Context: an optimization exercise on an open-source flow, tuned for small area, a short achievable clock period and few clock cycles per item. The choices shown serve that exercise and are no tape-out recipe.
No functional check of the RTL was part of any run shown here.
Power is estimated from default activity; no workload was simulated.

--- flow/config.mk ---
export PLATFORM = sky130hd
export DESIGN_NAME = harp_clockdec
export DESIGN_NICKNAME = harp_clockdec
export VERILOG_FILES = /design/flow/design.v
export SDC_FILE = /design/flow/constraint.sdc
export NUM_CORES = 4
export LEC_CHECK = 0
export ABC_CLOCK_PERIOD_IN_PS = 5000
export CAP_MARGIN = 20
export CORE_MARGIN = 2
export CORE_UTILIZATION = 40
export SETUP_SLACK_MARGIN = 4.5
export SLEW_MARGIN = 20
--- flow/constraint.sdc ---
create_clock -name core_clock -period 10.0 [get_ports {clk}]
set_input_delay 2.0000 -clock core_clock [delete_from_list [all_inputs] [get_ports {clk}]]
set_output_delay 2.0000 -clock core_clock [all_outputs]
set_load 0.01 [all_outputs]
--- flow/design.v ---
module harp_clockdec (
    input  wire        clk,
    input  wire        rst,               
    input  wire [23:0] cfg_sample_rate,   
    input  wire [15:0] cfg_baud,          
    input  wire        in_valid,
    output wire        in_ready,
    input  wire [31:0] in_time,           
    input  wire        in_state,          
    output wire        out_valid,
    output wire [31:0] out_local,         
    output wire [31:0] out_value,         
    output wire [1:0]  out_status         
);
    reg  [23:0] sr;
    reg  [15:0] baud;
    always @(posedge clk) begin
        sr   <= cfg_sample_rate;
        baud <= cfg_baud;
    end
    reg [8:0]  G;
    reg [4:0]  u;
    reg        rdy;
    reg        r0_v;
    reg [31:0] r0_t;
    reg        r0_s;
    assign in_ready = rdy;
    wire accept = in_valid && rdy;
    reg        have_prev;
    reg [31:0] prev_time;
    reg        prev_state;
    reg        in_range;
    wire [32:0] d_pos = {1'b0, r0_t} - {1'b0, prev_time};
    wire        neg   = d_pos[32];
    wire        boundary = !neg && ((|d_pos[31:23]) || (d_pos[22:0] > {1'b0, sr[23:1]}));
    wire [22:0] m      = d_pos[22:0] ^ {23{neg}};
    wire [31:0] m_ext  = {m, 9'd0} >> u;
    reg  [22:0] hi_mask;
    integer q;
    always @(*)
        for (q = 0; q < 23; q = q + 1)
            hi_mask[q] = (q >= u);
    wire        s0_ovf = neg ? ((d_pos[31:23] != 9'h1ff) || (d_pos[22:0] == 23'd0))
                             : (|(m & hi_mask));
    reg        r1_iv, r1_bnd, r1_cls, r1_neg, r1_ovf, r1_lvl;
    reg [22:0] r1_m;
    reg [8:0]  r1_msh;
    wire [17:0] y    = r1_msh * G;
    wire [4:0]  y_ip = y[17:13];
    wire [12:0] y_f  = y[12:0];
    wire        amb  = (y_f[12:10] == 3'b011) || (y_f == 13'h1000);
    wire        s1_slow = r1_iv && (r1_neg ? !r1_ovf : (r1_ovf || amb));
    reg        r2_iv, r2_bnd, r2_cls, r2_neg, r2_ovf, r2_lvl, r2_slow;
    reg [4:0]  r2_ip;
    reg        r2_rnd;       
    reg [2:0]  r2_tx;
    reg [22:0] r2_m;         
    wire [31:0] r2_time = {r2_tx, r2_rnd, r2_ip, r2_m};
    localparam [2:0] E_IDLE = 3'd0, E_INIT = 3'd1, E_DIV = 3'd2, E_RUN = 3'd3,
                     E_EVAL = 3'd4, E_READY = 3'd5;
    reg [2:0]  e_st;
    reg [26:0] acc;
    reg        e_sat;        
    reg [5:0]  e_n;          
    reg [5:0]  lo, hi;
    wire [6:0] ej_sum = {1'b0, lo} + {1'b0, hi} + 7'd1;
    wire [5:0] ej     = ej_sum[6:1];           
    wire       stall = r2_iv && r2_slow && (e_st != E_READY);
    wire       adv   = !stall;
    wire [6:0]  nj    = {ej, 1'b0} - 7'd1;                  
    wire        t_bit = r2_m[22];
    wire        n_bit = (e_n < 6'd7) ? nj[e_n[2:0]] : 1'b0;
    reg  [26:0] e_a;
    reg         e_b;
    always @(*) begin
        case (e_st)
            E_INIT:  begin e_a = {11'd0, baud};                       e_b = 1'b1;  end
            E_DIV:   begin e_a = {26'd0, t_bit};                      e_b = 1'b1;  end
            default: begin
                e_a = (r2_neg && e_n == 6'd0) ? (t_bit ? {9'd0, baud, 2'b0} : {10'd0, baud, 1'b0})
                                             : (t_bit ? {10'd0, baud, 1'b0} : 27'd0);
                e_b = n_bit;
            end
        endcase
    end
    wire [26:0] acc2  = (e_st == E_INIT) ? 27'd0 : {acc[25:0], 1'b0};
    wire [26:0] e_sum = acc2 + e_a - (e_b ? {3'd0, sr} : 27'd0);
    wire        e_neg = e_sum[26];
    wire        e_big = (e_sum[26:24] != 3'b000) && (e_sum[26:24] != 3'b111);
    wire        a_zero = (acc == 27'd0);
    wire        e_ge   = (!acc[26] && !a_zero) || (a_zero && !ej[0]);
    wire [5:0]  lo_n   = e_ge ? ej : lo;
    wire [5:0]  hi_n   = e_ge ? hi : ej - 6'd1;
    wire [5:0]  lo_0   = r2_neg ? 6'd0 : r2_ovf ? 6'd16 : {1'b0, r2_ip};
    wire [5:0]  hi_0   = r2_neg ? 6'd1 : r2_ovf ? 6'd39 : {1'b0, r2_ip} + 6'd1;
    wire        e_done_now = (e_st == E_EVAL) && (lo_n == hi_n);
    reg [5:0]  bc_len;       
    reg        bc_fault;
    reg [31:0] bc_val;       
    wire [5:0]  k_w      = r2_slow ? lo : {1'b0, r2_ip};
    wire        k_c      = !r2_slow && r2_rnd;
    wire        go2      = r2_iv && adv;
    wire [5:0]  base_len = bc_len;
    wire [6:0]  end_len  = {1'b0, base_len} + {1'b0, k_w} + {6'd0, k_c};
    wire        wr       = go2 && !r2_neg;
    wire        base_fault_n = bc_fault || (r2_slow ? (lo != 6'd0) : r2_ovf);
    reg  [31:0] val_next;
    integer n;
    always @(*) begin
        for (n = 0; n < 32; n = n + 1) begin
            if (wr && ({1'b0, base_len} <= (1 + 10 * (n / 8) + (n % 8))) &&
                      (end_len > (1 + 10 * (n / 8) + (n % 8))))
                val_next[n] = r2_lvl;
            else
                val_next[n] = bc_val[n];
        end
    end
    reg [31:0] bc_local;     
    assign out_valid  = r2_bnd && r2_cls;
    assign out_local  = bc_local;
    assign out_status = bc_fault ? 2'd1 : (bc_len != 6'd39) ? 2'd2 : 2'd0;
    assign out_value  = (!bc_fault && bc_len == 6'd39) ? bc_val : 32'd0;
    wire c0       = r0_v && adv;                   
    wire s0_tok   = c0 && have_prev;
    wire s0_bnd   = s0_tok && boundary;
    wire s0_cls   = s0_bnd && in_range;
    wire stall_n  = (adv ? s1_slow : (r2_iv && r2_slow)) &&
                    !((e_st == E_READY && !adv) || e_done_now);
    always @(posedge clk) begin
        if (rst) begin
            rdy        <= 1'b0;
            r0_v       <= 1'b0;
            have_prev  <= 1'b0;
            in_range   <= 1'b0;
            r1_iv <= 1'b0; r1_bnd <= 1'b0;
            r2_iv <= 1'b0; r2_bnd <= 1'b0;
            e_st       <= E_INIT;
            G          <= 9'd0;
            u          <= 5'd0;
        end else begin
            if (accept)
                r0_v <= 1'b1;
            else if (c0)
                r0_v <= 1'b0;
            if (c0) begin
                have_prev <= 1'b1;
                if (have_prev && boundary)
                    in_range <= 1'b1;
            end
            if (adv) begin
                r1_iv  <= s0_tok && !boundary;
                r1_bnd <= s0_bnd;
                r2_iv  <= r1_iv;
                r2_bnd <= r1_bnd;
            end
            rdy  <= !(e_st == E_INIT || (e_st == E_DIV && !G[7])) && !stall_n;
            case (e_st)
                E_INIT: begin
                    e_st <= E_DIV;
                    e_n  <= e_neg ? 6'd16 : 6'd0;
                end
                E_DIV: begin
                    e_n <= e_n + 6'd1;
                    G   <= {G[7:0], !e_neg};
                    if (G[7]) begin
                        e_st <= E_IDLE;
                        u    <= (e_n < 6'd19) ? 5'd0 : e_n[4:0] - 5'd19;
                    end
                end
                E_IDLE: begin
                    e_n <= 6'd22;
                    if (r2_iv && r2_slow)
                        e_st <= E_RUN;
                end
                E_RUN: begin
                    e_n <= e_n - 6'd1;
                    if (e_n == 6'd0)
                        e_st <= E_EVAL;
                end
                E_EVAL: begin
                    e_n  <= 6'd22;
                    e_st <= (lo_n == hi_n) ? E_READY : E_RUN;
                end
                E_READY: begin
                    if (adv)
                        e_st <= E_IDLE;
                end
                default: e_st <= E_IDLE;
            endcase
        end
    end
    always @(posedge clk) begin
        if (accept) begin
            r0_t <= in_time;
            r0_s <= in_state;
        end
        if (c0) begin
            prev_time  <= r0_t;
            prev_state <= r0_s;
        end
        if (adv) begin
            r1_cls <= s0_cls;
            r1_neg <= neg;
            r1_ovf <= s0_ovf;
            r1_m   <= boundary ? r0_t[22:0]  : m;
            r1_msh <= boundary ? r0_t[31:23] : m_ext[8:0];
            r1_lvl <= prev_state;
            r2_cls  <= r1_cls; r2_neg <= r1_neg; r2_ovf <= r1_ovf; r2_lvl <= r1_lvl;
            r2_slow <= s1_slow;
            r2_tx   <= r1_msh[8:6];
            r2_rnd  <= r1_bnd ? r1_msh[5]   : y_f[12];
            r2_ip   <= r1_bnd ? r1_msh[4:0] : y_ip;
        end
        if (r2_bnd)
            bc_local <= r2_time;
        case (e_st)
            E_INIT: begin
                acc  <= e_neg ? {11'd0, baud} : 27'd0;
                r2_m <= e_neg ? 23'd0 : {baud, 7'd0};
            end
            E_DIV: begin
                acc  <= e_neg ? {acc[25:0], t_bit} : e_sum;
                r2_m <= {r2_m[21:0], 1'b0};
            end
            E_RUN: begin
                if (!e_sat)
                    acc <= e_sum;
                e_sat <= e_sat || e_big;
                r2_m  <= {r2_m[21:0], r2_m[22]};
            end
            E_EVAL: begin
                acc   <= 27'd0;
                e_sat <= 1'b0;
                lo    <= lo_n;
                hi    <= hi_n;
            end
            default: begin
                acc   <= 27'd0;
                e_sat <= 1'b0;
                lo    <= lo_0;
                hi    <= hi_0;
                if (adv)
                    r2_m <= r1_m;
            end
        endcase
        if (r2_bnd)
            bc_fault <= 1'b0;
        else if (go2 && r2_neg)
            bc_fault <= base_fault_n;
        bc_val <= val_next;
        if (r2_bnd)
            bc_len <= 6'd0;
        else if (wr)
            bc_len <= (end_len > 7'd39) ? 6'd39 : end_len[5:0];
    end
endmodule
--- flow/run.sh ---
#!/bin/bash
# synth_recipe.tcl (not shown) runs the flow's synth.tcl, then flattens the netlist and writes it again
# the make line also repeats each setting of config.mk as NAME=value (left out here)
make -C /OpenROAD-flow-scripts/flow DESIGN_CONFIG=/design/flow/config.mk WORK_HOME=/design/flow/orfs CLKGATE_MAP_FILE= SYNTH_SCRIPT=/design/flow/synth_recipe.tcl finish
==> metrics.log, run 1 <==
[metrics] initial antenna violation count: 0
[metrics] Max-Slew Margin vs Limit: 0.378
[metrics] number of enable-type register cells in the synthesized netlist: 249
[metrics] total die area: 59800 um2
[metrics] per-instance average area after synthesis: 9.60 um2
[metrics] post-route minimum period: 6.39 ns
[metrics] worst clock skew on the final layout: 0.0284 ns
[metrics] synthesis-to-finish area growth: 21.5%
[metrics] hold-fix buffers at CTS: 0
[metrics] Diodes inserted: 0
[metrics] clock tree root buffer cell: clkbuf_16
[metrics] final layout net count: 2868
[metrics] clock sinks: 321
[metrics] crit end category: flop
[metrics] count of input and output buffers: 143
[metrics] max_cap viols: 0
[metrics] cell at the slowest stage of the critical path: fa_2
[metrics] endpoint arrival time on the critical path: 6.69 ns
[metrics] classification of the worst-slack hold path: reg2reg
[metrics] Die Span X: 245 um
[metrics] aggregate global routing overflow: 0
[metrics] Critical Setup Path Class: reg2reg
[metrics] Static Leak: 11.3 nW
[metrics] outcome: no timing/DRC/antenna violations
[metrics] Wirelength per Cell: 20.4 um
[metrics] area share of the largest cell type after synthesis: 0.323
[metrics] CP Data Required Time: 10.30 ns
[metrics] wire length of the first global-routing pass: 107000 um
[metrics] share of synthesized area occupied by flip-flops and latches: 0.385
[metrics] hold violation total from the final report: 0
[metrics] maximum number of pins on one net before global-route repair: 55
[metrics] starting utilization of the core area: 0.403
[metrics] setup repair after global routing missed its margin: true
[metrics] cell occurring most often along the worst timing path: a21o_1
[metrics] max-slew violation total from the final report: 0
[metrics] total number of vias: 19143
[metrics] first drt pass iteration count: 5
[metrics] Synth Instances: 2411
[metrics] Total Power Consumption: 5.82 mW
[metrics] total of warnings raised by yosys: 1
[metrics] Least-Margin Pin Slew: 0.926 ns
[metrics] num rows: 88
[metrics] vias in the first global route: 18555
[metrics] number of placed I/O pins: 144
[metrics] Core ar.: 57500 um2
[metrics] DRC viols: 0
[metrics] count of H-tree levels built during CTS: 2
[metrics] maximum clock path buffer count: 3
[metrics] cells taking the most area after synthesis: edfxtp_1 32%, ha_1 7.7%, fa_1 6.3%, dfxtp_1 6.2%, nand2_1 4.5%
[metrics] Final Cycle Share: 0.639
[metrics] total detailed-routing wirelength: 68900 um
[metrics] top cell types by occurrence after synthesis: 280 x nand2_1, 249 x edfxtp_1, 194 x inv_1
[metrics] fmax: 157 MHz
[metrics] CTS tree: built
[metrics] Worst Path Max Fanout: 5
[metrics] number of register bits inferred by synthesis: 321
[metrics] aggregate negative setup slack: 0 ns
[metrics] synth unique cells: 90
[metrics] Pwr per Cell Area: 207 nW/um2
[metrics] setup violators final: 0
[metrics] antenna-violating nets left: 0
[metrics] cts bufs inserted: 39
[metrics] HPWL after DPL: 49000 um
[metrics] ys async rst share: 0
[metrics] most common cell in the synthesized netlist: nand2_1
[metrics] VDD IR max: 0.145 mV
[metrics] die height: 245 um
[metrics] delay of the slowest cell on the worst path: 0.52 ns
[metrics] clk latency of the worst-skew pair: 0.57 ns
[metrics] starting DRC count in detailed routing: 1210
[metrics] Post-Syn Area: 23200 um2
[metrics] clock-pin slew on the worst setup and hold paths: 0.06 ns
[metrics] post-synth top area cell: edfxtp_1
[metrics] placer congestion estimate: 0.903
[metrics] most used flip-flop cell after synthesis: edfxtp_1
[metrics] total routing resource utilization after global routing: 0.227
[metrics] Net Count, Synth: 2703
[metrics] crit start category: flop
[metrics] routed via count divided by cell count: 5.68
[metrics] fraction of final layout cells with drive strength greater than 1: 0.145
-- through the flow --
stage | util | std cells | instance area [um2] | worst slack (ns) | hold WS, ns
after CTS | 0.482 | 3349 | 27700 | 3.69 | 0.414
after global placement | 0.442 | 3208 | 25400 | 2.33 | 0.401
after detailed placement | 0.442 | 3208 | 25400 | 2.06 | 0.406
after floorplan | - | 2411 | 23300 | 3.68 | 0.400
final | 0.489 | 3372 | 28100 | 3.61 | 0.412
after global routing | 0.489 | 3372 | 28100 | 3.36 | 0.420
-- placed cells by master (no fill, tap or decap), drive strengths merged, types with 31 or more instances in the layout --
cell type / netlist / layout
edfxtp: 249 / 249
clkdlybuf4s50: 0 / 143
nand2: 280 / 280
nor2: 147 / 148
inv: 200 / 204
a32oi: 31 / 31
xor2: 34 / 34
dfxtp: 72 / 72
a31oi: 32 / 32
o21ai: 135 / 135
xnor2: 104 / 104
ha: 143 / 143
a21o: 55 / 55
buf: 21 / 113
clkbuf: 118 / 57
nor3: 40 / 40
fa: 73 / 73
and2: 82 / 82
a21oi: 149 / 149
nand3: 31 / 31
-- cells by family (layout without fill, tap and decap cells) --
kind of cell,after synthesis,count (layout),share of synthesized area
xor gates and xnor gates,141,141,0.0558
buffers and inverters,342,534,0.0570
adders and majority gates,217,217,0.141
AOI/OAI and AO/OA,600,603,0.171
DFF,321,321,0.385
muxes,63,63,0.0407
and+or+nand+nor,727,728,0.149
-- path summary, 6_finish.rpt --
| path | end | slack (ns) | depth (start not counted) | startpoint |
|---|---|---|---|---|
| hold / removal | bc_local[31] | 0.41 | 0 | r2_tx[2] |
| setup / recovery | acc[10] | 3.61 | 31 | lo[0] |
| hold reg to reg | bc_local[31] | 0.41 | 0 | r2_tx[2] |
| setup reg to reg | acc[10] | 3.61 | 31 | lo[0] |
-- critical path: cells and delay by family, from the launching register on --
family	cells	cell delay, ns
AO/OA/AOI/OAI	14	2.59
XOR/XNOR	3	0.40
adder cells (fa/ha/maj)	3	1.04
buffers and inverters	6	0.76
flip-flops	1	0.39
AND/OR/NAND/NOR	5	0.94
-- power by group --
part / internal, mW / switching (mW)
registers: 1.63 / 0.141
clock network: 0.841 / 0.589
logic: 1.17 / 1.45
-- final cells by class --
type                            count  area [um2]
Tap cell                          765         957
Clock inverter                     18         146
Sequential cell                   321        8940
Fill cell                        5335       29300
Inverter                          203         767
Multi-Input combinational cell   1752       13700
Timing Repair Buffer              259        2460
Clock buffer                       54        1160
-- layer usage --
layer | part of all wire | up-vias | GRT usage | wire [um]
met3 | 0.067 | 116 | 0.0362 | 4620
met4 | 0.029 | 0 | 0.0604 | 2000
met1 | 0.44 | 9336 | 0.308 | 30100
li1 | - | 8979 | - | -
met2 | 0.47 | 712 | 0.376 | 32200
met5 | 0 | - | 0 | 0
-- flip-flops by register name (all words and copies together) (netlist names), 3 cells and up --
name,flops
r2_m,23
bc_len,6
e_n,6
G,9
r2_ip,5
prev_time,32
baud,16
r0_t,32
r1_msh,9
r1_m,23
bc_val,32
e_st,3
lo,6
u,5
r2_tx,3
hi,6
acc,27
sr,24
bc_local,32
-- what timing repair did --
item	CTS	global route
resized for setup	93	53
pin swaps	54	24
buffers inserted	64	19
endpoints found under the setup margin	84	85
gates cloned	5	3
==> run 2, diff against run 1 <==
--- a/flow/config.mk
+++ b/flow/config.mk
@@ -5,9 +5,9 @@
 export SDC_FILE = /design/flow/constraint.sdc
 export NUM_CORES = 4
 export LEC_CHECK = 0
-export ABC_CLOCK_PERIOD_IN_PS = 5000
+export ABC_CLOCK_PERIOD_IN_PS = 4000
 export CAP_MARGIN = 20
 export CORE_MARGIN = 2
 export CORE_UTILIZATION = 40
-export SETUP_SLACK_MARGIN = 4.5
+export SETUP_SLACK_MARGIN = 5.0
 export SLEW_MARGIN = 20
==> run 2 against run 1 <==
Still clean on timing, DRC and antenna; hold slack better by 0.010 ns; non-clock buffer count is 51 higher; critical path depth fell by 2; first-iteration DRC count grew 25%; core utilization increased by 2.8 points; fmax rose by 2.2%; via count grew 1.5%; register-to-register slack better by 0.13 ns; sequential power barely moved; synthesized area stayed put; critical path type unchanged; critical endpoint is now acc[6]; largest power group unchanged.
==> metrics.log, run 2 <==
[metrics] outcome: no timing/DRC/antenna violations
[metrics] vias in the first global route: 19085
[metrics] worst setup path startpoint: hi[0]
[metrics] starting utilization of the core area: 0.403
[metrics] share of synthesized area occupied by flip-flops and latches: 0.385
[metrics] aggregate global routing overflow: 0
[metrics] cells taking the most area after synthesis: edfxtp_1 32%, ha_1 7.7%, fa_1 6.3%, dfxtp_1 6.2%, nand2_1 4.5%
[metrics] worst reg-to-reg setup slack: 3.75 ns
[metrics] clock-pin slew on the worst setup and hold paths: 0.07 ns
[metrics] setup repair after global routing missed its margin: true
[metrics] NetSw: 2.33 mW
[metrics] CP Data Required Time: 10.34 ns
[metrics] crit start category: flop
[metrics] cell at the slowest stage of the critical path: or4_4
[metrics] Total Power Consumption: 6.15 mW
[metrics] post-route minimum period: 6.25 ns
[metrics] logic gate share of total power: 0.469
[metrics] worst hold path cell count: 0
[metrics] count of input and output buffers: 143
[metrics] total of warnings raised by yosys: 1
[metrics] hold-fix buffers at CTS: 0
[metrics] wire length of the first global-routing pass: 110000 um
[metrics] Static Leak: 11.9 nW
[metrics] ys async rst share: 0
[metrics] per-instance average area after synthesis: 9.60 um2
[metrics] max-slew violation total from the final report: 0
[metrics] Synth Instances: 2411
[metrics] final non-filler cell area: 29700 um2
[metrics] internal power of the cells: 3.82 mW
[metrics] Wirelength per Cell: 21.0 um
[metrics] number of fill cells: 5129
[metrics] cell depth of the worst flop-to-flop path: 29
[metrics] synth unique cells: 90
[metrics] cts bufs inserted: 40
[metrics] fraction of final layout cells with drive strength greater than 1: 0.208
[metrics] crit end category: flop
[metrics] register area: 8940 um2
[metrics] Least-Margin Pin Slew: 1.04 ns
[metrics] aggregate negative setup slack: 0 ns
[metrics] routed via count divided by cell count: 5.67
[metrics] die height: 245 um
[metrics] placer congestion estimate: 0.924
[metrics] Worst Path Max Fanout: 5
[metrics] CTS tree: built
[metrics] total routing resource utilization after global routing: 0.234
[metrics] initial antenna violation count: 2
[metrics] top cell types by occurrence after synthesis: 280 x nand2_1, 249 x edfxtp_1, 194 x inv_1
[metrics] number of enable-type register cells in the synthesized netlist: 249
[metrics] VDD IR max: 0.131 mV
[metrics] fmax: 160 MHz
[metrics] number of register bits inferred by synthesis: 321
[metrics] num rows: 88
[metrics] worst clock skew on the final layout: 0.0319 ns
[metrics] endpoint arrival time on the critical path: 6.59 ns
[metrics] number of placed I/O pins: 144
[metrics] final layout net count: 2922
[metrics] startpoint of the worst-slack reg-to-reg timing path: hi[0]
[metrics] Pwr per Cell Area: 207 nW/um2
[metrics] post-synth top area cell: edfxtp_1
[metrics] most common cell after layout, fill and taps aside: nand2_1
[metrics] Die Span X: 245 um
[metrics] total number of vias: 19433
[metrics] Core ar.: 57500 um2
[metrics] area share of the largest cell type after synthesis: 0.323
[metrics] maximum clock path buffer count: 3
[metrics] Max-Slew Margin vs Limit: 0.304
[metrics] first drt pass iteration count: 8
[metrics] Worst Hold Slack: 0.422 ns
[metrics] clock sinks: 321
[metrics] top library cells by usage in the layout, fill and taps aside: 254 x nand2_1, 249 x edfxtp_1, 184 x inv_1
[metrics] clock tree root buffer cell: clkbuf_16
[metrics] max_cap viols: 0
[metrics] Final Cycle Share: 0.625
[metrics] multi-input gate area in the final layout: 14700 um2
[metrics] HPWL after DPL: 49500 um
[metrics] hold violation total from the final report: 0
[metrics] count of H-tree levels built during CTS: 2
[metrics] most used flip-flop cell after synthesis: edfxtp_1
[metrics] worst min-delay path endpoint: bc_local[30]
[metrics] delay of the slowest cell on the worst path: 0.50 ns
[metrics] Post-Syn Area: 23200 um2
[metrics] classification of the worst-slack hold path: reg2reg
[metrics] total detailed-routing wirelength: 72000 um
[metrics] maximum number of pins on one net before global-route repair: 55
[metrics] total die area: 59800 um2
[metrics] Placed Area: 25400 um2
[metrics] starting DRC count in detailed routing: 1509
[metrics] clock power share: 0.243
[metrics] DRC viols: 0
[metrics] cell occurring most often along the worst timing path: buf_4
[metrics] most common cell in the synthesized netlist: nand2_1
[metrics] antenna-violating nets left: 0
[metrics] register share of total power: 0.289
[metrics] Critical Setup Path Class: reg2reg
[metrics] Net Count, Synth: 2703
[metrics] setup violators final: 0
[metrics] clk latency of the worst-skew pair: 0.59 ns
[metrics] RR Endpoint: acc[6]
[metrics] Worst Hold Launch: r2_tx[1]
[metrics] synthesis-to-finish area growth: 28.3%
[metrics] switch share: 0.379
## run 2: power by group through the flow
stage | registers [mW] | logic, mW | clock network (mW)
3_3_place_gp | 1.80 | 2.01 | 0
3_5_place_dp | 1.80 | 2.05 | 0
5_1_grt | 1.79 | 3.10 | 1.57
6_report | 1.77 | 2.88 | 1.49
2_1_floorplan | 1.72 | 1.60 | 0
4_1_cts | 1.77 | 2.57 | 1.52
## run 2: what timing repair did
item,4_1_cts,5_1_grt
cloned,9,3
setup buffers,91,40
gates resized for setup,166,216
setup endpoints to repair,88,116
pin swaps,70,81
## run 2: kinds of logic (layout without fill, tap and decap cells)
group                    Yosys count  count (layout)  synth area share
AO/OA/AOI/OAI                    600             605             0.171
XOR/XNOR                         141             141            0.0558
buffers and inverters            342             586            0.0570
other                              0               1                 0
flip-flops                       321             321             0.385
adder cells (fa/ha/maj)          217             217             0.141
AND/OR/NAND/NOR                  727             728             0.149
multiplexers                      63              63            0.0407
## run 2: area by class of cell
class,instances,area share
multi-input cells,1754,0.495
flip-flops and latches,321,0.301
clock inverters,20,0.00556
clock buffers,53,0.0403
repair buffers,310,0.100
diodes,1,0.0000842
inverters,203,0.0264
well taps,765,0.0322
## run 2: through the flow
stage                     utilization  worst slack (ns)  cells
after floorplan                     -              3.68   2411
after global placement          0.442              2.27   3210
after detailed placement        0.442              2.06   3210
after CTS                       0.494              3.79   3383
after global routing            0.517              3.48   3426
final                           0.517              3.75   3427
## run 2: per-layer routing
| metal | routed length (um) | GRT usage | vias up |
|---|---|---|---|
| met5 | 21 | 0 | - |
| met4 | 2270 | 0.0843 | 4 |
| met3 | 4870 | 0.0369 | 140 |
| met2 | 34000 | 0.380 | 653 |
| met1 | 30900 | 0.315 | 9544 |
| li1 | - | - | 9092 |
## run 2: worst max path at each step
stage	to	slack [ns]
global route	acc[6]	3.48
global placement	acc[23]	2.27
detailed placement	acc[5]	2.06
floorplan	acc[1]	3.68
CTS	acc[23]	3.79
finish	acc[6]	3.75
## run 2: critical path, delay by kind of cell (launching register included)
kind,cells,cell delay [ns]
adder cells (fa/ha/maj),3,0.93
flip-flops,1,0.39
XOR/XNOR,3,0.37
buffers and inverters,4,0.68
AO/OA/AOI/OAI,11,1.78
AND/OR/NAND/NOR,8,1.87
==> run 3, diff against run 2 <==
--- a/flow/design.v
+++ b/flow/design.v
@@ -62,14 +62,14 @@
     reg [26:0] acc;
     reg        e_sat;        
     reg [5:0]  e_n;          
-    reg [5:0]  lo, hi;
-    wire [6:0] ej_sum = {1'b0, lo} + {1'b0, hi} + 7'd1;
-    wire [5:0] ej     = ej_sum[6:1];           
+    reg [5:0]  lo, hi, ej;   
+    reg        n_bit;        
     wire       stall = r2_iv && r2_slow && (e_st != E_READY);
     wire       adv   = !stall;
     wire [6:0]  nj    = {ej, 1'b0} - 7'd1;                  
     wire        t_bit = r2_m[22];
-    wire        n_bit = (e_n < 6'd7) ? nj[e_n[2:0]] : 1'b0;
+    wire [5:0]  e_n1  = e_n - 6'd1;
+    wire        n_nxt = (e_st == E_RUN && e_n1 < 6'd7) ? nj[e_n1[2:0]] : 1'b0;
     reg  [26:0] e_a;
     reg         e_b;
     always @(*) begin
@@ -91,8 +91,10 @@
     wire        e_ge   = (!acc[26] && !a_zero) || (a_zero && !ej[0]);
     wire [5:0]  lo_n   = e_ge ? ej : lo;
     wire [5:0]  hi_n   = e_ge ? hi : ej - 6'd1;
+    wire [6:0]  mid_n  = {1'b0, lo_n} + {1'b0, hi_n} + 7'd1;
     wire [5:0]  lo_0   = r2_neg ? 6'd0 : r2_ovf ? 6'd16 : {1'b0, r2_ip};
     wire [5:0]  hi_0   = r2_neg ? 6'd1 : r2_ovf ? 6'd39 : {1'b0, r2_ip} + 6'd1;
+    wire [6:0]  mid_0  = {1'b0, lo_0} + {1'b0, hi_0} + 7'd1;
     wire        e_done_now = (e_st == E_EVAL) && (lo_n == hi_n);
     reg [5:0]  bc_len;       
     reg        bc_fault;
@@ -213,6 +215,7 @@
         end
         if (r2_bnd)
             bc_local <= r2_time;
+        n_bit <= n_nxt;
         case (e_st)
             E_INIT: begin
                 acc  <= e_neg ? {11'd0, baud} : 27'd0;
@@ -233,12 +236,14 @@
                 e_sat <= 1'b0;
                 lo    <= lo_n;
                 hi    <= hi_n;
+                ej    <= mid_n[6:1];
             end
             default: begin
                 acc   <= 27'd0;
                 e_sat <= 1'b0;
                 lo    <= lo_0;
                 hi    <= hi_0;
+                ej    <= mid_0[6:1];
                 if (adv)
                     r2_m <= r1_m;
             end
==> run 3 against run 2 <==
Still clean; die area grew 0.18%; fmax rose by 16%; register-to-register slack improved by 0.87 ns; power is 6.9% lower; final cell count increased by 1.1%; largest cell class unchanged.
==> metrics.log, run 3 <==
[metrics] outcome: no timing/DRC/antenna violations
[metrics] initial antenna violation count: 0
[metrics] HPWL after DPL: 49200 um
[metrics] top cell types by occurrence after synthesis: 255 x edfxtp_1, 222 x nand2_1, 191 x inv_1
[metrics] most common cell in the synthesized netlist: edfxtp_1
[metrics] share of synthesized area occupied by flip-flops and latches: 0.393
[metrics] Die Span X: 245 um
[metrics] NetSw: 2.11 mW
[metrics] number of fill cells: 5135
[metrics] final layout net count: 2964
[metrics] Final Cycle Share: 0.538
[metrics] crit end category: flop
[metrics] die height: 245 um
[metrics] ys async rst share: 0
[metrics] placer congestion estimate: 0.910
[metrics] count of H-tree levels built during CTS: 2
[metrics] classification of the worst-slack hold path: reg2reg
[metrics] total number of vias: 19619
[metrics] hold violation total from the final report: 0
[metrics] slack of the critical path: 4.62 ns
[metrics] met2 layer usage reported by global route: 0.393
[metrics] Worst Path Max Fanout: 6
[metrics] Static Leak: 12.0 nW
[metrics] CTS tree: built
[metrics] clock sinks: 328
[metrics] share of the synthesized area in compound gates (AO/OA/AOI/OAI): 0.174
[metrics] area share of the largest cell type after synthesis: 0.330
[metrics] total routing resource utilization after global routing: 0.233
[metrics] critical path's top delay family: compound AO/OA/AOI/OAI gates
[metrics] top library cells by usage in the layout, fill and taps aside: 255 x edfxtp_1, 203 x nand2_1, 170 x inv_1
[metrics] synth unique cells: 100
[metrics] internal power of the cells: 3.61 mW
[metrics] GRT busiest layer: met2
[metrics] clock power share: 0.240
[metrics] crit start category: flop
[metrics] cts bufs inserted: 39
[metrics] global-route track usage on met1: 0.306
[metrics] Wirelength per Cell: 20.6 um
[metrics] endpoint arrival time on the critical path: 5.70 ns
[metrics] wire length of the first global-routing pass: 110000 um
[metrics] num rows: 88
[metrics] synthesis-to-finish area growth: 29.0%
[metrics] first drt pass iteration count: 7
[metrics] Diodes inserted: 0
[metrics] number of placed I/O pins: 144
[metrics] register share of total power: 0.318
[metrics] vias in the first global route: 19012
[metrics] switch share: 0.369
[metrics] delay of the slowest cell on the worst path: 0.42 ns
[metrics] max_cap viols: 0
[metrics] Net Count, Synth: 2687
[metrics] Least-Margin Pin Slew: 1.05 ns
[metrics] CP Data Required Time: 10.31 ns
[metrics] DRC viols: 0
[metrics] count of input and output buffers: 143
[metrics] total of warnings raised by yosys: 1
[metrics] cell at the slowest stage of the critical path: edfxtp_1
[metrics] max-slew violation total from the final report: 0
[metrics] Total Power Consumption: 5.72 mW
[metrics] simple-gate portion of the synthesized area: 0.152
[metrics] per-instance average area after synthesis: 9.69 um2
[metrics] antenna-violating nets left: 0
[metrics] Synth Instances: 2393
[metrics] Core ar.: 57500 um2
[metrics] combinational family with the most area after synthesis: compound AO/OA/AOI/OAI gates
[metrics] starting DRC count in detailed routing: 1593
[metrics] number of buffer and inverter instances along the worst setup path: 6
[metrics] worst clock skew on the final layout: 0.0174 ns
[metrics] clock-pin slew on the worst setup and hold paths: 0.06 ns
[metrics] cell occurring most often along the worst timing path: inv_2
[metrics] Pwr per Cell Area: 191 nW/um2
[metrics] total detailed-routing wirelength: 71300 um
[metrics] VDD IR max: 0.133 mV
[metrics] setup repair after global routing missed its margin: true
[metrics] synthesized-area fraction occupied by adder cells: 0.142
[metrics] fmax: 186 MHz
[metrics] aggregate negative setup slack: 0 ns
[metrics] total die area: 59900 um2
[metrics] clock tree root buffer cell: clkbuf_16
[metrics] most common cell after layout, fill and taps aside: edfxtp_1
[metrics] Critical Setup Path Class: reg2reg
[metrics] placement-stage worst setup slack: 3.78 ns
[metrics] most used flip-flop cell after synthesis: edfxtp_1
[metrics] maximum number of pins on one net before global-route repair: 54
[metrics] cells taking the most area after synthesis: edfxtp_1 33%, ha_1 7.8%, dfxtp_1 6.3%, fa_1 6.3%, nand2_1 3.6%
[metrics] maximum clock path buffer count: 3
[metrics] hold-fix buffers at CTS: 0
[metrics] number of enable-type register cells in the synthesized netlist: 255
[metrics] post-synth top area cell: edfxtp_1
[metrics] setup violators final: 0
[metrics] aggregate global routing overflow: 0
[metrics] post-route minimum period: 5.38 ns
[metrics] Max-Slew Margin vs Limit: 0.299
[metrics] clk latency of the worst-skew pair: 0.57 ns
[metrics] Post-Syn Area: 23200 um2
[metrics] logic gate share of total power: 0.441
[metrics] fraction of final layout cells with drive strength greater than 1: 0.210
[metrics] global-route track usage on met3: 0.0371
[metrics] portion of netlist area occupied by mux cells: 0.0362
[metrics] xor and xnor area share after synthesis: 0.0474
[metrics] number of register bits inferred by synthesis: 328
[metrics] starting utilization of the core area: 0.404
[metrics] Worst Hold Slack: 0.420 ns
[metrics] routed via count divided by cell count: 5.66
[run 3: cell types whose count changed after synthesis, moves of 24 or more]
cell	previous run	this run
and2_1	81	121
a31oi_1	32	8
a32oi_1	31	3
o21ai_0	126	102
nor2_1	145	176
nand2_1	280	222
[run 3: power by group through the flow]
stage	combinational (mW)	sequential [mW]	clock [mW]
2_1_floorplan	1.41	1.75	0
3_5_place_dp	1.81	1.85	0
5_1_grt	2.74	1.83	1.46
3_3_place_gp	1.78	1.85	0
6_report	2.53	1.82	1.37
4_1_cts	2.19	1.82	1.41
[run 3: layout make-up]
cell class	count	area (um2)	area share
Clock buffer	50	1060	0.0355
Clock inverter	21	161	0.00540
Inverter	193	739	0.0247
Multi-Input combinational cell	1744	14200	0.473
Timing Repair Buffer	364	3690	0.123
Sequential cell	328	9150	0.306
Tap cell	765	957	0.0320
[run 3: kinds of logic after synthesis]
| group | after synthesis |
|---|---|
| muxes | 69 |
| DFF | 328 |
| AOI/OAI and AO/OA | 604 |
| xor gates and xnor gates | 122 |
| and+or+nand+nor | 725 |
| other | 1 |
| adders and majority gates | 219 |
| buffers and inverters | 325 |
[run 3: timing repair]
| item | 4_1_cts | 5_1_grt |
|---|---|---|
| gates cloned | 17 | 2 |
| hold endpoints to repair | 0 | 0 |
| pin swaps | 81 | 149 |
| setup endpoints to repair | 89 | 88 |
| resized for setup | 203 | 169 |
| buffers inserted | 122 | 53 |
[run 3: final timing paths]
| kind | from | end | slack, ns | cells past startpoint |
|---|---|---|---|---|
| worst max-delay path | r0_t[0] | r1_msh[1] | 4.62 | 26 |
| worst min-delay path | r1_lvl | r2_lvl | 0.42 | 0 |
| worst max register to register | r0_t[0] | r1_msh[1] | 4.62 | 26 |
| worst min register to register | r1_lvl | r2_lvl | 0.42 | 0 |
[run 3: per-stage QoR]
step                cell area, um2  utilization  cells
CTS                          28600        0.498   3410
floorplan                    23400            -   2393
global route                 29900        0.521   3465
global placement             25400        0.442   3200
finish                       29900        0.521   3465
detailed placement           25400        0.442   3200
[run 3: worst register-to-register path: stages, from the launching register on]
cell and delay (ns):
edfxtp_1 0.42, inv_2 0.11, ha_4 0.14, inv_2 0.04, fa_2 0.38, a211oi_4 0.32
o31ai_4 0.11, o211a_4 0.28, a21o_4 0.21, a21o_1 0.20, xnor2_4 0.20, inv_2 0.09
ha_4 0.22, a21o_1 0.17, a211oi_2 0.26, o21ai_1 0.11, a221oi_2 0.32, a22oi_2 0.18
nor4_4 0.21, nand4b_4 0.15, nor3_4 0.18, buf_6 0.15, buf_6 0.12, buf_16 0.13
o211ai_1 0.09, a22oi_1 0.21, nor2_1 0.10
[run 3: layer usage]
metal  vias up  wire, um
li1       9147         -
met1      9549     30000
met2       764     34200
met3       159      4900
met4         0      2300
met5         -         0
==> run 4, diff against run 3 <==
--- a/flow/config.mk
+++ b/flow/config.mk
@@ -5,7 +5,7 @@
 export SDC_FILE = /design/flow/constraint.sdc
 export NUM_CORES = 4
 export LEC_CHECK = 0
-export ABC_CLOCK_PERIOD_IN_PS = 4000
+export ABC_CLOCK_PERIOD_IN_PS = 3000
 export CAP_MARGIN = 20
 export CORE_MARGIN = 2
 export CORE_UTILIZATION = 40
==> run 4 against run 3 <==
Final cell count is the same; fmax did not move; still clean; critical path type unchanged; clock power is essentially flat; first-iteration DRC count stayed put; synthesized cell count unchanged; sequential power barely moved.
==> metrics.log, run 4 <==
[metrics] cells taking the most area after synthesis: edfxtp_1 33%, ha_1 7.8%, dfxtp_1 6.3%, fa_1 6.3%, nand2_1 3.6%
[metrics] xor and xnor area share after synthesis: 0.0474
[metrics] crit start category: flop
[metrics] hold violation total from the final report: 0
[metrics] Worst Hold Launch: r1_lvl
[metrics] number of register bits inferred by synthesis: 328
[metrics] Max-Slew Margin vs Limit: 0.299
[metrics] max_cap viols: 0
[metrics] RR Endpoint: r1_msh[1]
[metrics] share of the synthesized area in compound gates (AO/OA/AOI/OAI): 0.174
[metrics] Die Span X: 245 um
[metrics] hold-fix buffers at CTS: 0
[metrics] VDD IR max: 0.133 mV
[metrics] Critical Setup Path Class: reg2reg
[metrics] share of synthesized area occupied by flip-flops and latches: 0.393
[metrics] initial antenna violation count: 0
[metrics] clock tree root buffer cell: clkbuf_16
[metrics] Synth Instances: 2393
[metrics] clock sinks: 328
[metrics] final non-filler cell area: 29900 um2
[metrics] antenna-violating nets left: 0
[metrics] CP Data Required Time: 10.31 ns
[metrics] Diodes inserted: 0
[metrics] fmax: 186 MHz
[metrics] synthesis-to-finish area growth: 29.0%
[metrics] starting DRC count in detailed routing: 1593
[metrics] worst clock skew on the final layout: 0.0174 ns
[metrics] HPWL after DPL: 49200 um
[metrics] DRC viols: 0
[metrics] Placed Area: 25400 um2
[metrics] clock-pin slew on the worst setup and hold paths: 0.06 ns
[metrics] Pwr per Cell Area: 191 nW/um2
[metrics] final core utilization: 0.521
[metrics] maximum clock path buffer count: 3
[metrics] CTS tree: built
[metrics] clk latency of the worst-skew pair: 0.57 ns
[metrics] aggregate negative setup slack: 0 ns
[metrics] count of input and output buffers: 143
[metrics] Static Leak: 12.0 nW
[metrics] total detailed-routing wirelength: 71300 um
[metrics] setup repair after global routing missed its margin: true
[metrics] Worst Path Max Fanout: 6
[metrics] count of H-tree levels built during CTS: 2
[metrics] critical path's top delay family: compound AO/OA/AOI/OAI gates
[metrics] top cell types by occurrence after synthesis: 255 x edfxtp_1, 222 x nand2_1, 191 x inv_1
[metrics] most common cell in the synthesized netlist: edfxtp_1
[metrics] top library cells by usage in the layout, fill and taps aside: 255 x edfxtp_1, 203 x nand2_1, 170 x inv_1
[metrics] simple-gate portion of the synthesized area: 0.152
[metrics] maximum number of pins on one net before global-route repair: 54
[metrics] Least-Margin Pin Slew: 1.05 ns
[metrics] wire length of the first global-routing pass: 110000 um
[metrics] starting utilization of the core area: 0.404
[metrics] most common cell after layout, fill and taps aside: edfxtp_1
[metrics] outcome: no timing/DRC/antenna violations
[metrics] max-slew violation total from the final report: 0
[metrics] endpoint arrival time on the critical path: 5.70 ns
[metrics] fraction of final layout cells with drive strength greater than 1: 0.210
[metrics] Final Cycle Share: 0.538
[metrics] total routing resource utilization after global routing: 0.233
[metrics] ys async rst share: 0
[metrics] number of placed I/O pins: 144
[metrics] cts bufs inserted: 39
[metrics] Wirelength per Cell: 20.6 um
[metrics] crit end category: flop
[metrics] area share of the largest cell type after synthesis: 0.330
[metrics] num rows: 88
[metrics] worst min-delay path endpoint: r2_lvl
[metrics] aggregate global routing overflow: 0
[metrics] worst reg-to-reg setup slack: 4.62 ns
[metrics] Core ar.: 57500 um2
[metrics] number of fill cells: 5135
[metrics] cell occurring most often along the worst timing path: inv_2
[metrics] number of buffer and inverter instances along the worst setup path: 6
[metrics] Net Count, Synth: 2687
[metrics] portion of netlist area occupied by mux cells: 0.0362
[metrics] startpoint of the worst-slack reg-to-reg timing path: r0_t[0]
[metrics] worst hold path cell count: 0
[metrics] vias in the first global route: 19012
[metrics] post-route minimum period: 5.38 ns
[metrics] routed via count divided by cell count: 5.66
[metrics] first drt pass iteration count: 7
[metrics] placer congestion estimate: 0.910
[metrics] combinational family with the most area after synthesis: compound AO/OA/AOI/OAI gates
[metrics] post-synth top area cell: edfxtp_1
[metrics] number of enable-type register cells in the synthesized netlist: 255
[metrics] Post-Syn Area: 23200 um2
[metrics] most used flip-flop cell after synthesis: edfxtp_1
[metrics] classification of the worst-slack hold path: reg2reg
[metrics] per-instance average area after synthesis: 9.69 um2
[metrics] cell depth of the worst flop-to-flop path: 26
[metrics] synthesized-area fraction occupied by adder cells: 0.142
[metrics] total die area: 59900 um2
[metrics] delay of the slowest cell on the worst path: 0.42 ns
[metrics] setup violators final: 0
[metrics] total number of vias: 19619
[metrics] final layout net count: 2964
[metrics] total of warnings raised by yosys: 1
[metrics] synth unique cells: 100
[metrics] die height: 245 um
[metrics] cell at the slowest stage of the critical path: edfxtp_1
-- run 4: cell counts in the layout (fill, tap and decap cells not counted) --
Identical to the previous run, type by type.
-- run 4: how the worst max path moves through the flow --
stage                 start        end  slack [ns]  cells after the start
floorplan            e_n[0]    acc[12]        4.93                     28
global placement     e_n[0]     acc[2]        3.93                     24
detailed placement   e_n[0]     acc[4]        3.78                     24
CTS                 r0_t[0]  r1_msh[1]        4.58                     26
global route        r0_t[0]  r1_msh[1]        4.41                     26
finish              r0_t[0]  r1_msh[1]        4.62                     26
-- run 4: report_power, final --
part	total, mW	internal [mW]	switching [mW]
Sequential	1.82	1.67	0.154
Combinational	2.53	1.16	1.37
Clock	1.37	0.782	0.592
-- run 4: area by class of cell --
cell class                      instances  area [um2]  area share
Clock buffer                           50        1060      0.0355
Clock inverter                         21         161     0.00540
Inverter                              193         739      0.0247
Multi-Input combinational cell       1744       14200       0.473
Sequential cell                       328        9150       0.306
Tap cell                              765         957      0.0320
Timing Repair Buffer                  364        3690       0.123
-- run 4: per-layer routing --
layer / share of wire / GRT usage
met1: 0.42 / 0.306
met2: 0.48 / 0.393
met3: 0.069 / 0.0371
met4: 0.032 / 0.0690
met5: 0 / 0
-- run 4: what timing repair did --
item | in CTS | in global routing
pin swaps | 81 | 149
setup endpoints to repair | 89 | 88
cloned | 17 | 2
hold endpoints to repair | 0 | 0
gates resized for setup | 203 | 169
buffers inserted | 122 | 53
-- run 4: per-stage QoR --
step | total power, mW | instances | hold WS, ns | setup WS, ns
3_5_place_dp | 3.66 | 3200 | 0.405 | 3.78
2_1_floorplan | 3.16 | 2393 | 0.400 | 4.93
4_1_cts | 5.41 | 3410 | 0.419 | 4.58
5_1_grt | 6.03 | 3465 | 0.432 | 4.41
3_3_place_gp | 3.64 | 3200 | 0.403 | 3.93
6_report | 5.72 | 3465 | 0.420 | 4.62
-- run 4: kinds of logic after synthesis --
family / count (synthesis)
AND/OR/NAND/NOR: 725
other: 1
XOR/XNOR: 122
adder cells (fa/ha/maj): 219
flip-flops: 328
AO/OA/AOI/OAI: 604
buffers and inverters: 325
multiplexers: 69
==> run 5, diff against run 4 <==
--- a/flow/config.mk
+++ b/flow/config.mk
@@ -5,9 +5,9 @@
 export SDC_FILE = /design/flow/constraint.sdc
 export NUM_CORES = 4
 export LEC_CHECK = 0
-export ABC_CLOCK_PERIOD_IN_PS = 3000
+export ABC_CLOCK_PERIOD_IN_PS = 5000
 export CAP_MARGIN = 20
 export CORE_MARGIN = 2
 export CORE_UTILIZATION = 40
-export SETUP_SLACK_MARGIN = 5.0
+export SETUP_SLACK_MARGIN = 4.5
 export SLEW_MARGIN = 20
==> run 5 against run 4 <==
Final cell count down 3.1%; hold slack worse by 0.010 ns; power fell by 5.7%; still clean; global-route usage fell by 1.1 points; clock power up 9%; largest cell class unchanged.
==> metrics.log, run 5 <==
[metrics] register area: 9150 um2
[metrics] antenna-violating nets left: 0
[metrics] fmax: 185 MHz
[metrics] ys async rst share: 0
[metrics] number of enable-type register cells in the synthesized netlist: 255
[metrics] cell at the slowest stage of the critical path: edfxtp_1
[metrics] top library cells by usage in the layout, fill and taps aside: 255 x edfxtp_1, 219 x nand2_1, 180 x inv_1
[metrics] classification of the worst-slack hold path: reg2reg
[metrics] synth unique cells: 100
[metrics] cell depth of the worst flop-to-flop path: 25
[metrics] top cell types by occurrence after synthesis: 255 x edfxtp_1, 222 x nand2_1, 191 x inv_1
[metrics] most common cell in the synthesized netlist: edfxtp_1
[metrics] maximum clock path buffer count: 3
[metrics] max_cap viols: 0
[metrics] clock-pin slew on the worst setup and hold paths: 0.06 ns
[metrics] final layout net count: 2854
[metrics] Pwr per Cell Area: 192 nW/um2
[metrics] cts bufs inserted: 40
[metrics] count of input and output buffers: 143
[metrics] maximum number of pins on one net before global-route repair: 54
[metrics] CP Data Required Time: 10.29 ns
[metrics] total routing resource utilization after global routing: 0.221
[metrics] post-synth top area cell: edfxtp_1
[metrics] count of H-tree levels built during CTS: 2
[metrics] initial antenna violation count: 1
[metrics] total number of vias: 19032
[metrics] most common cell after layout, fill and taps aside: edfxtp_1
[metrics] clk latency of the worst-skew pair: 0.58 ns
[metrics] die height: 245 um
[metrics] starting utilization of the core area: 0.404
[metrics] number of fill cells: 5346
[metrics] num rows: 88
[metrics] Synth Instances: 2393
[metrics] Worst Hold Slack: 0.409 ns
[metrics] vias in the first global route: 18515
[metrics] setup repair after global routing missed its margin: true
[metrics] first drt pass iteration count: 5
[metrics] crit path to: r1_m[19]
[metrics] Wirelength per Cell: 20.4 um
[metrics] per-instance average area after synthesis: 9.69 um2
[metrics] Final Cycle Share: 0.541
[metrics] max-slew violation total from the final report: 0
[metrics] hold-fix buffers at CTS: 0
[metrics] aggregate global routing overflow: 0
[metrics] post-route minimum period: 5.41 ns
[metrics] number of standard cells in the final layout excluding fillers: 3357
[metrics] clock sinks: 328
[metrics] Least-Margin Pin Slew: 0.931 ns
[metrics] CTS tree: built
[metrics] multi-input gate area in the final layout: 13400 um2
[metrics] Max-Slew Margin vs Limit: 0.377
[metrics] crit start category: flop
[metrics] aggregate negative setup slack: 0 ns
[metrics] setup violators final: 0
[metrics] VDD IR max: 0.145 mV
[metrics] Post-Syn Area: 23200 um2
[metrics] routed via count divided by cell count: 5.67
[metrics] number of logic stages on the critical path including buffering: 25
[metrics] total detailed-routing wirelength: 68600 um
[metrics] critical path's top delay family: compound AO/OA/AOI/OAI gates
[metrics] Total Power Consumption: 5.40 mW
[metrics] RR Endpoint: r1_m[19]
[metrics] number of buffer and inverter instances along the worst setup path: 6
[metrics] area share of the largest cell type after synthesis: 0.330
[metrics] Diodes inserted: 0
[metrics] Core ar.: 57500 um2
[metrics] total die area: 59900 um2
[metrics] share of synthesized area occupied by flip-flops and latches: 0.393
[metrics] HPWL after DPL: 49400 um
[metrics] Worst Path Max Fanout: 6
[metrics] worst reg-to-reg setup slack: 4.59 ns
[metrics] synthesis-to-finish area growth: 21.1%
[metrics] Die Span X: 245 um
[metrics] wire length of the first global-routing pass: 104000 um
[metrics] worst clock skew on the final layout: 0.0247 ns
[metrics] hold violation total from the final report: 0
[metrics] final core utilization: 0.489
[metrics] Critical Setup Path Class: reg2reg
[metrics] Net Count, Synth: 2687
[metrics] placer congestion estimate: 0.937
[metrics] fraction of final layout cells with drive strength greater than 1: 0.134
[metrics] worst setup path startpoint: r0_t[0]
[metrics] starting DRC count in detailed routing: 1810
[metrics] Static Leak: 11.4 nW
[metrics] number of instances in the placed design: 3198
[metrics] delay of the slowest cell on the worst path: 0.40 ns
[metrics] crit end category: flop
[metrics] number of placed I/O pins: 144
[metrics] startpoint of the worst-slack reg-to-reg timing path: r0_t[0]
[metrics] clock tree root buffer cell: clkbuf_16
[metrics] most used flip-flop cell after synthesis: edfxtp_1
[metrics] total of warnings raised by yosys: 1
[metrics] number of register bits inferred by synthesis: 328
[metrics] endpoint arrival time on the critical path: 5.70 ns
[metrics] outcome: no timing/DRC/antenna violations
[metrics] cells taking the most area after synthesis: edfxtp_1 33%, ha_1 7.8%, dfxtp_1 6.3%, fa_1 6.3%, nand2_1 3.6%
[metrics] DRC viols: 0
-- run 5: cell counts after synthesis --
Identical to the previous run, type by type.
-- run 5: timing repair --
item                       4_1_cts  5_1_grt
cloned                           3        7
pin swaps                       11       47
setup endpoints to repair       86       70
setup buffers                   21       54
gates resized for setup         43      114
-- run 5: area by class of cell --
| class | count | share of cell area |
|---|---|---|
| Clock buffer | 47 | 0.0399 |
| Multi-Input combinational cell | 1742 | 0.478 |
| Tap cell | 765 | 0.0341 |
| Sequential cell | 328 | 0.326 |
| Inverter | 193 | 0.0260 |
| Clock inverter | 27 | 0.00909 |
| Timing Repair Buffer | 255 | 0.0875 |
-- run 5: logic make-up after synthesis --
family,Yosys count,share of synthesized area
AOI/OAI and AO/OA,604,0.174
xor gates and xnor gates,122,0.0474
adders and majority gates,219,0.142
buffers and inverters,325,0.0551
DFF,328,0.393
muxes,69,0.0362
other,1,0.000162
and+or+nand+nor,725,0.152
-- run 5: per-layer routing --
metal | track usage | up-vias | wire length [um]
met5 | 0 | - | 13
met4 | 0.0872 | 2 | 2700
met3 | 0.0405 | 162 | 5030
met2 | 0.363 | 733 | 32000
met1 | 0.290 | 9210 | 28900
li1 | - | 8925 | -
-- run 5: worst min-delay path by stage --
stage                         from      endpoint  slack, ns  cells after the start
after floorplan           r2_tx[0]  bc_local[29]       0.40                      0
after global placement        r0_s    prev_state       0.40                      0
after detailed placement  r2_tx[2]  bc_local[31]       0.40                      0
after CTS                     r0_s    prev_state       0.41                      0
after global routing      r2_tx[1]  bc_local[30]       0.41                      0
final                         r0_s    prev_state       0.41                      0
-- run 5: through the flow --
| stage | instance area [um2] | worst slack (ns) |
|---|---|---|
| detailed placement | 25300 | 3.27 |
| global route | 28100 | 4.34 |
| global placement | 25300 | 3.55 |
| floorplan | 23200 | 4.51 |
| finish | 28100 | 4.59 |
| CTS | 27100 | 4.48 |
-- run 5: power breakdown --
group	leakage [nW]	internal, mW	switching (mW)	total [mW]
registers	3.14	1.67	0.162	1.83
clock network	0.668	0.889	0.610	1.50
logic	7.54	0.896	1.17	2.07
total	11.4	3.45	1.94	5.40
==> run 6, diff against run 5 <==
--- a/flow/design.v
+++ b/flow/design.v
@@ -32,7 +32,8 @@
     reg        in_range;
     wire [32:0] d_pos = {1'b0, r0_t} - {1'b0, prev_time};
     wire        neg   = d_pos[32];
-    wire        boundary = !neg && ((|d_pos[31:23]) || (d_pos[22:0] > {1'b0, sr[23:1]}));
+    wire [33:0] d_bnd = {2'b00, r0_t} + {2'b11, ~prev_time} + {11'h7ff, ~sr[23:1]} + 34'd1;
+    wire        boundary = !d_bnd[33];
     wire [22:0] m      = d_pos[22:0] ^ {23{neg}};
     wire [31:0] m_ext  = {m, 9'd0} >> u;
     reg  [22:0] hi_mask;
--- a/flow/config.mk
+++ b/flow/config.mk
@@ -5,9 +5,9 @@
 export SDC_FILE = /design/flow/constraint.sdc
 export NUM_CORES = 4
 export LEC_CHECK = 0
-export ABC_CLOCK_PERIOD_IN_PS = 5000
+export ABC_CLOCK_PERIOD_IN_PS = 4000
 export CAP_MARGIN = 20
 export CORE_MARGIN = 2
 export CORE_UTILIZATION = 40
-export SETUP_SLACK_MARGIN = 4.5
+export SETUP_SLACK_MARGIN = 5.0
 export SLEW_MARGIN = 20
==> run 6 against run 5 <==
Routed wire length rose by 2.6%; via count grew 0.75%; die area rose by 2.9%; critical path depth fell by 4; clock skew grew 0.0050 ns; fmax increased by 6.2%; still clean on timing, DRC and antenna; non-clock buffer count down 4; setup slack gained 0.32 ns.
==> metrics.log, run 6 <==
[metrics] CTS tree: built
[metrics] first drt pass iteration count: 6
[metrics] Net Count, Synth: 2784
[metrics] top library cells by usage in the layout, fill and taps aside: 304 x nand2_1, 255 x edfxtp_1, 190 x inv_1
[metrics] synthesis-to-finish area growth: 21.6%
[metrics] number of placed I/O pins: 144
[metrics] CP Data Required Time: 10.50 ns
[metrics] most used flip-flop cell after synthesis: edfxtp_1
[metrics] Final Cycle Share: 0.509
[metrics] Core ar.: 59000 um2
[metrics] fraction of final layout cells with drive strength greater than 1: 0.155
[metrics] Critical Setup Path Class: reg2reg
[metrics] routed via count divided by cell count: 5.59
[metrics] setup repair after global routing missed its margin: true
[metrics] outcome: no timing/DRC/antenna violations
[metrics] share of synthesized area occupied by flip-flops and latches: 0.382
[metrics] total routing resource utilization after global routing: 0.227
[metrics] hold-fix buffers at CTS: 0
[metrics] maximum number of pins on one net before global-route repair: 61
[metrics] total die area: 61700 um2
[metrics] final layout net count: 2958
[metrics] total number of vias: 19174
[metrics] count of H-tree levels built during CTS: 2
[metrics] Wirelength per Cell: 20.5 um
[metrics] clock tree root buffer cell: clkbuf_16
[metrics] VDD IR max: 0.164 mV
[metrics] top cell types by occurrence after synthesis: 316 x nand2_1, 255 x edfxtp_1, 207 x inv_1
[metrics] Static Leak: 11.8 nW
[metrics] classification of the worst-slack hold path: reg2reg
[metrics] Pwr per Cell Area: 189 nW/um2
[metrics] maximum clock path buffer count: 3
[metrics] synth unique cells: 96
[metrics] placer congestion estimate: 0.935
[metrics] cell depth of the worst flop-to-flop path: 21
[metrics] number of enable-type register cells in the synthesized netlist: 255
[metrics] post-route minimum period: 5.09 ns
[metrics] final core utilization: 0.492
[metrics] aggregate negative setup slack: 0 ns
[metrics] fmax: 196 MHz
[metrics] setup violators final: 0
[metrics] Synth Instances: 2450
[metrics] antenna-violating nets left: 0
[metrics] most common cell after layout, fill and taps aside: nand2_1
[metrics] hold violation total from the final report: 0
[metrics] worst setup path startpoint: r1_msh[5]
[metrics] starting DRC count in detailed routing: 1489
[metrics] register area: 9160 um2
[metrics] clk latency of the worst-skew pair: 0.59 ns
[metrics] startpoint of the worst-slack reg-to-reg timing path: r1_msh[5]
[metrics] clock sinks: 328
[metrics] Post-Syn Area: 23900 um2
[metrics] number of register bits inferred by synthesis: 328
[metrics] area share of the largest cell type after synthesis: 0.321
[metrics] Least-Margin Pin Slew: 1.02 ns
[metrics] Max-Slew Margin vs Limit: 0.320
[metrics] num rows: 89
[metrics] Die Span X: 248 um
[metrics] cells taking the most area after synthesis: edfxtp_1 32%, ha_1 8.5%, fa_1 8.0%, dfxtp_1 6.1%, nand2_1 5.0%
[metrics] worst clock skew on the final layout: 0.0297 ns
[metrics] per-instance average area after synthesis: 9.75 um2
[metrics] HPWL after DPL: 50700 um
[metrics] multi-input gate area in the final layout: 14300 um2
[metrics] most common cell in the synthesized netlist: nand2_1
[metrics] aggregate global routing overflow: 0
[metrics] crit start category: flop
[metrics] Worst Hold Launch: r2_tx[1]
[metrics] wire length of the first global-routing pass: 108000 um
[metrics] initial antenna violation count: 1
[metrics] worst hold path cell count: 0
[metrics] count of input and output buffers: 143
[metrics] endpoint arrival time on the critical path: 5.59 ns
[metrics] post-synth top area cell: edfxtp_1
[metrics] starting utilization of the core area: 0.405
[metrics] clock-pin slew on the worst setup and hold paths: 0.07 ns
[metrics] max_cap viols: 0
[metrics] max-slew violation total from the final report: 0
[metrics] Worst Path Max Fanout: 5
[metrics] total detailed-routing wirelength: 70400 um
[metrics] cts bufs inserted: 40
[metrics] DRC viols: 0
[metrics] die height: 248 um
[metrics] number of fill cells: 5403
[metrics] vias in the first global route: 18773
[metrics] ys async rst share: 0
[metrics] total of warnings raised by yosys: 1
[metrics] Diodes inserted: 0
[metrics] crit end category: flop
## run 6: cell count changes after synthesis, moves of 18 or more
cell / previous run / this run
nor2_1: 176 / 143
o21ai_0: 102 / 125
a211oi_1: 40 / 14
fa_1: 73 / 95
nand2_1: 222 / 316
o22ai_1: 23 / 5
ha_1: 145 / 163
## run 6: final cells by class
class                   count  area share
multi-input cells        1792       0.492
clock buffers              51      0.0407
flip-flops and latches    328       0.315
well taps                 773      0.0333
inverters                 211      0.0276
clock inverters            22     0.00922
repair buffers            251      0.0817
## run 6: cells by family after synthesis
kind of cell / synth area share
adders and majority gates: 0.165
AOI/OAI and AO/OA: 0.156
DFF: 0.382
muxes: 0.0403
buffers and inverters: 0.0555
and+or+nand+nor: 0.147
xor gates and xnor gates: 0.0543
other: 0.000157
## run 6: worst max-delay path: stages, from the launching register on
cell and delay, ns:
edfxtp_1 0.51, buf_6 0.19, nand2_1 0.08, fa_1 0.45
fa_1 0.52, inv_2 0.04, fa_1 0.49, inv_2 0.04
fa_1 0.52, inv_2 0.05, ha_4 0.26, inv_2 0.03
o21bai_1 0.16, a21oi_2 0.08, o21bai_1 0.18, a21oi_2 0.10
xnor2_2 0.25, nor3_4 0.09, nor4_4 0.28, o21ai_2 0.11
a2111oi_4 0.41, buf_4 0.19
## run 6: routing by layer
metal / part of all wire / global-route usage
met1: 0.44 / 0.312
met2: 0.46 / 0.368
met3: 0.069 / 0.0363
met4: 0.027 / 0.0667
met5: 0 / 0
## run 6: timing repair
item / in CTS / in global routing
buffers inserted: 61 / 29
endpoints found under the setup margin: 52 / 89
gates resized for setup: 126 / 87
cloned: 5 / 2
pin swaps: 63 / 70
## run 6: per-stage QoR
step	power [mW]	worst slack, ns	cell area, um2	hold WS (ns)	cells
2_1_floorplan	2.94	5.01	23900	0.400	2450
3_3_place_gp	3.41	2.60	25900	0.404	3258
3_5_place_dp	3.43	2.47	25900	0.406	3258
4_1_cts	5.26	5.00	28400	0.402	3397
5_1_grt	5.77	4.67	29100	0.414	3428
6_report	5.50	4.91	29100	0.392	3428
## run 6: power breakdown
group          internal, mW  total, mW  leakage, nW  switching (mW)
Clock                 0.949       1.58        0.712           0.630
Sequential             1.65       1.80         3.17           0.152
Combinational         0.950       2.12         7.88            1.17
Total                  3.55       5.50         11.8            1.95
## run 6: worst paths after layout
path / end / slack [ns]
max: rdy / 4.91
min: bc_local[30] / 0.39
max reg2reg: rdy / 4.91
min reg2reg: bc_local[30] / 0.39

what the ideal ports hide:
The results above use ideal ports. As a check the final layouts listed here were re-extracted and re-timed, cells and wires unchanged. Step 1: set_driving_cell puts a clkbuf_16 on clk and a buf_2 on each other input, an assumption about the parent block. Step 2 times the ports against the registers' clock, not the clock port: input delays grow and output delays shrink by t, the midpoint of the rising clock arrivals with the driver on. Slacks: ideal / step 1 / step 2; pairs: ideal / step 1.
run | t (ns) | setup WS [ns] | worst setup path after step 2 | clock arrival spread, ns
run 1 | 0.613 | 3.611 / 3.611 / 3.611 | register to register | 0.031 / 0.031
run 2 | 0.634 | 3.746 / 3.746 / 3.746 | register to register | 0.032 / 0.032
run 3 | 0.620 | 4.617 / 4.617 / 4.617 | register to register | 0.018 / 0.018
run 4 | 0.620 | 4.617 / 4.617 / 4.617 | register to register | 0.018 / 0.018
run 5 | 0.618 | 4.594 / 4.594 / 4.594 | register to register | 0.026 / 0.026
run 6 | 0.631 | 4.909 / 4.909 / 4.909 | register to register | 0.031 / 0.031
After both steps every run listed still meets setup and hold.
